This is an optimization exercise on Yosys and OpenROAD, whose aim is small area, a short achievable clock period and few clock cycles per item, not a production implementation.
Where RTL was checked, it was by simulation tests only, not by an equivalence proof against the original.
No activity file was given, so power comes from the tool's default toggle rates.

== old ==
==> flow/design.v (excerpt) <==
module gpcf (
    input  wire        clk,
    input  wire        rst,
    input  wire [4:0]  cfg_size,
    input  wire        cfg_white_sets,
    input  wire        cfg_reject_b2_bit3,
    input  wire        in_valid,
    output wire        in_ready,
    input  wire [2:0]  in_op,
    input  wire [31:0] in_data,
    input  wire [2:0]  in_kind,
    input  wire        in_seq,
    input  wire        in_ack,
    input  wire        in_colour,
    input  wire [7:0]  in_x,
    input  wire [7:0]  in_y,
    output reg         o_valid,
    output reg  [3:0]  o_ev,
    output reg  [1:0]  o_abort,
    output reg  [1:0]  o_status,
    output wire [7:0]  o_byte,
    output wire [31:0] o_frame,
    output wire [2:0]  o_kind,
    output wire [9:0]  o_value,
    output wire        o_seq,
    output wire        o_ack,
    output wire        o_colour,
    output wire [7:0]  o_x,
    output wire [7:0]  o_y
);
Size in the first run: roughly 940 cells after synthesis, about 120 flip-flops, about 150 I/O pins, ~7200 µm² of cells after synthesis.
clock: 17.0 ns
lec_check: 0
abc_area: 1
cap_margin: 20
core_margin: 2
core_utilization: 70
cts_buf_list: sky130_fd_sc_hd__clkbuf_8
slew_margin: 20
standard.sh (not shown) runs the stock make flow with config.mk's settings and CLKGATE_MAP_FILE= SYNTH_SCRIPT=/design/flow/synth_recipe.tcl, a recipe that flattens the netlist after the stock synthesis.
==> flow/flow/run.sh <==
#!/bin/bash
# Standard synthesis and layout (the standard.sh), with single-drive
# port buffers and timing repair aimed beyond the constraint's slack.
set -euo pipefail
export BUFFER_PORTS_ARGS="-buffer_cell sky130_fd_sc_hd__buf_1"
export SETUP_SLACK_MARGIN=12.6
bash standard.sh synth > synth.log 2>&1
bash standard.sh > layout.log 2>&1
Testbench counts of old, summed over its fixed seeds: cycles 32,016, items 32,000.
diff inputs: old => new
-- flow/design.v --
<<< old, line 334
    wire [6:0] of2 = ow[13:7];
    wire [6:0] of3 = ow[6:0];
    assign o_frame  = {{6{oneg}}, of0, ohi, of1, ohi, of2, ohi, of3};
    assign o_byte   = {ohi, of3};
    assign o_kind   = of2[6:4];
>>> new, line 334
    wire [6:0] of2 = ow[13:7];
    wire [6:0] of3 = ow[6:0];
    assign o_frame  = {{3{o_abort[1]}}, {3{o_abort[0]}}, of0, ohi, of1, ohi, of2, ohi, of3};
    assign o_byte   = {ohi, of3};
    assign o_kind   = of2[6:4];
### Flow results
- Of new and old, it is new that has the higher layout buffer count excluding clock buffers.
- Final critical-path share of the clock period: old vs new, no meaningful difference
- met3 capacity usage during global routing is lower on new
- Global-route usage of old is on par with new.
- Between old and new, clock latency on the worst-skew pair increased.
- Combinational power essentially unchanged between new and old.
- Clock network contribution to total cell area, new and old, lower one = old.
- old → new: cell area after layout now larger; total power rose 5.0%; final hold slack held.
- Summary — biggest fanout along the worst timing path, new relative to old: lower, by 6.
The RTL of new was laid out without a check of its function.

========
Setup of the previous run:
Another version of the RTL of gpcf (not shown whole).
Size in the first run: roughly 150 I/O pins, about 0.0074 mm2 of cells after synthesis.
// gpcf
module gpcf (
    input  wire        clk,
    input  wire        rst,
    input  wire [4:0]  cfg_size,
    input  wire        cfg_white_sets,
    input  wire        cfg_reject_b2_bit3,
    input  wire        in_valid,
    output wire        in_ready,
    input  wire [2:0]  in_op,
    input  wire [31:0] in_data,
    input  wire [2:0]  in_kind,
    input  wire        in_seq,
    input  wire        in_ack,
    input  wire        in_colour,
    input  wire [7:0]  in_x,
    input  wire [7:0]  in_y,
    output reg         o_valid,
    output reg  [3:0]  o_ev,
    output reg  [1:0]  o_abort,
    output reg  [1:0]  o_status,
    output wire [7:0]  o_byte,
    output wire [31:0] o_frame,
    output wire [2:0]  o_kind,
    output wire [9:0]  o_value,
    output wire        o_seq,
    output wire        o_ack,
    output wire        o_colour,
    output wire [7:0]  o_x,
    output wire [7:0]  o_y
);
clock: 17.0 ns
lec_check: 0
abc_area: 1
cap_margin: 20
core_margin: 2
core_utilization: 55
cts_buf_list: sky130_fd_sc_hd__clkbuf_8
slew_margin: 20
==> flow/flow/run.sh <==
#!/bin/bash
# Standard synthesis and layout (the standard.sh), with single-drive
# port buffers and timing repair aimed beyond the constraint's slack.
set -euo pipefail
export BUFFER_PORTS_ARGS="-buffer_cell sky130_fd_sc_hd__buf_1"
export SETUP_SLACK_MARGIN=12.5
bash standard.sh synth > synth.log 2>&1
bash standard.sh > layout.log 2>&1
The following lists how the current run was set up differently from the previous run:
--- a/flow/design.v
+++ b/flow/design.v
@@ -150,27 +150,27 @@
     reg [2:0]  r1_op;
     reg [22:0] r1_w;
     reg        r1_f;
     always @(posedge clk) begin
         r1_valid <= in_valid && !rst;
         r1_op    <= in_op;
         r1_w     <= w1;
         r1_f     <= f1;
     end
     reg  [1:0] cnt;       
-    reg  [1:0] term;      
+    reg        term;      
     reg  [1:0] fb0;       
     reg  [6:0] fb1, fb2;
     wire [6:0] rb  = r1_w[6:0];
     wire       hi  = r1_f;                      
     wire       sof = !hi && (rb[6:2] == 5'd0);
-    wire       tn  = (term == 2'd0);
+    wire       tn  = !term;
     wire       rx  = (r1_op == OP_RX_BYTE);
     wire       fin = rx && tn && hi && (cnt == 2'd3);    
     reg [3:0] ev1;
     reg [1:0] ab2;
     always @(*) begin
         ev1 = EV_NONE;
         ab2 = 2'd0;
         case (r1_op)
             OP_RX_BYTE:
                 if (!tn)              ev1 = EV_REFUSED;
@@ -183,28 +183,28 @@
             OP_TX_PACKET: ev1 = tn ? EV_WIRE_PKT  : EV_TX_BROKEN;
             OP_TX_TALK:   ev1 = tn ? EV_WIRE_TALK : EV_TX_BROKEN;
             OP_PACK:      ev1 = EV_PACK;
             OP_UNPACK:    ev1 = EV_UNPACK;
             default:      ev1 = EV_DECODE;
         endcase
     end
     always @(posedge clk) begin
         if (rst) begin
             cnt  <= 2'd0;
-            term <= 2'd0;
+            term <= 1'b0;
         end else if (r1_valid && tn) begin
             if (rx) begin
                 if (sof) cnt <= 2'd1;
                 else if (hi && cnt != 2'd0) cnt <= cnt + 2'd1;
             end else if (r1_op == OP_RX_END || r1_op == OP_KILL) begin
                 cnt  <= 2'd0;
-                term <= r1_op[1:0];
+                term <= 1'b1;
             end
         end
     end
     always @(posedge clk) begin
         if (r1_valid && tn && rx && sof)                   fb0 <= rb[1:0];
         if (r1_valid && tn && rx && hi && cnt == 2'd1)     fb1 <= rb;
         if (r1_valid && tn && rx && hi && cnt == 2'd2)     fb2 <= rb;
     end
     wire [1:0] b0 = rx ? fb0 : r1_w[22:21];
     wire [6:0] b1 = rx ? fb1 : r1_w[20:14];
==> notes.md <==
Of the previous run and the current run, the higher growth of design area from synthesis to finish belongs to the current run.
In the reports for the previous run and the current run, the smaller number of standard cells in the final layout excluding fillers belongs to the current run.
The current run -> the previous run: source-to-sink clock delay at the later pin of the worst-skew pair flat
Non-clock buffer count for the current run: 2.6% down relative to the previous run
Higher proportion of power drawn by combinational gates among the previous run and the current run: the previous run
Compared the previous run against the current run; portion of the clock cycle consumed by the worst path in the final layout within noise.
Compared with the previous run, the current run shows a utilization that is 1.1 points higher.
The synthesized-area fraction occupied by ao, oa, aoi and oai cells of the previous run and that of the current run are within noise of each other.
Diff the previous run -> the current run | total chip power | increase of 3.7%
The current run has less setup slack than the previous run.
The current run vs the previous run: non-clock inverter count in the final layout down
On final instance area, the previous run loses to the current run.
Against the previous run, the current run reports a global-route usage over all layers that is lower.
Testbench counts of the current run, summed over its fixed seeds: cycles 32,016, items 32,000.
Only the layout flow was run in the previous run; the RTL was not checked for function there.

[afterwards: timing with drivers on the ports]
The results above use ideal ports. As a check the final layouts listed here were re-extracted and re-timed, cells and wires unchanged.
Step 1 (the two cells are an assumption about what drives the block):
set clk [get_ports {clk}]
set_driving_cell -lib_cell sky130_fd_sc_hd__clkbuf_16 $clk
set_driving_cell -lib_cell sky130_fd_sc_hd__buf_2 [delete_from_list [all_inputs] $clk]
Step 2 adds t to the input delays and takes it off the output delays; t is the mean of the earliest and latest rising clock arrival at the registers after step 1. Input paths then give back, and output paths get back, about the clock's delay inside the block.
Slacks: ideal / step 1 / step 2; pairs: ideal / step 1.
run | t (ns) | setup slack, ns | worst slew at a driven data input, ns
old | 0.474 | 12.632 / 12.595 / 12.348 | 0.04
new | 0.487 | 12.632 / 12.596 / 12.306 | 0.03
the previous run | 0.485 | 12.598 / 12.561 / 12.290 | 0.03
the current run | 0.471 | 12.583 / 12.545 / 12.242 | 0.04
After both steps every run listed still meets setup and hold. For the current run, which loses most, drivers alone change the setup slack by -0.038 ns; drivers and shift together by -0.341 ns.
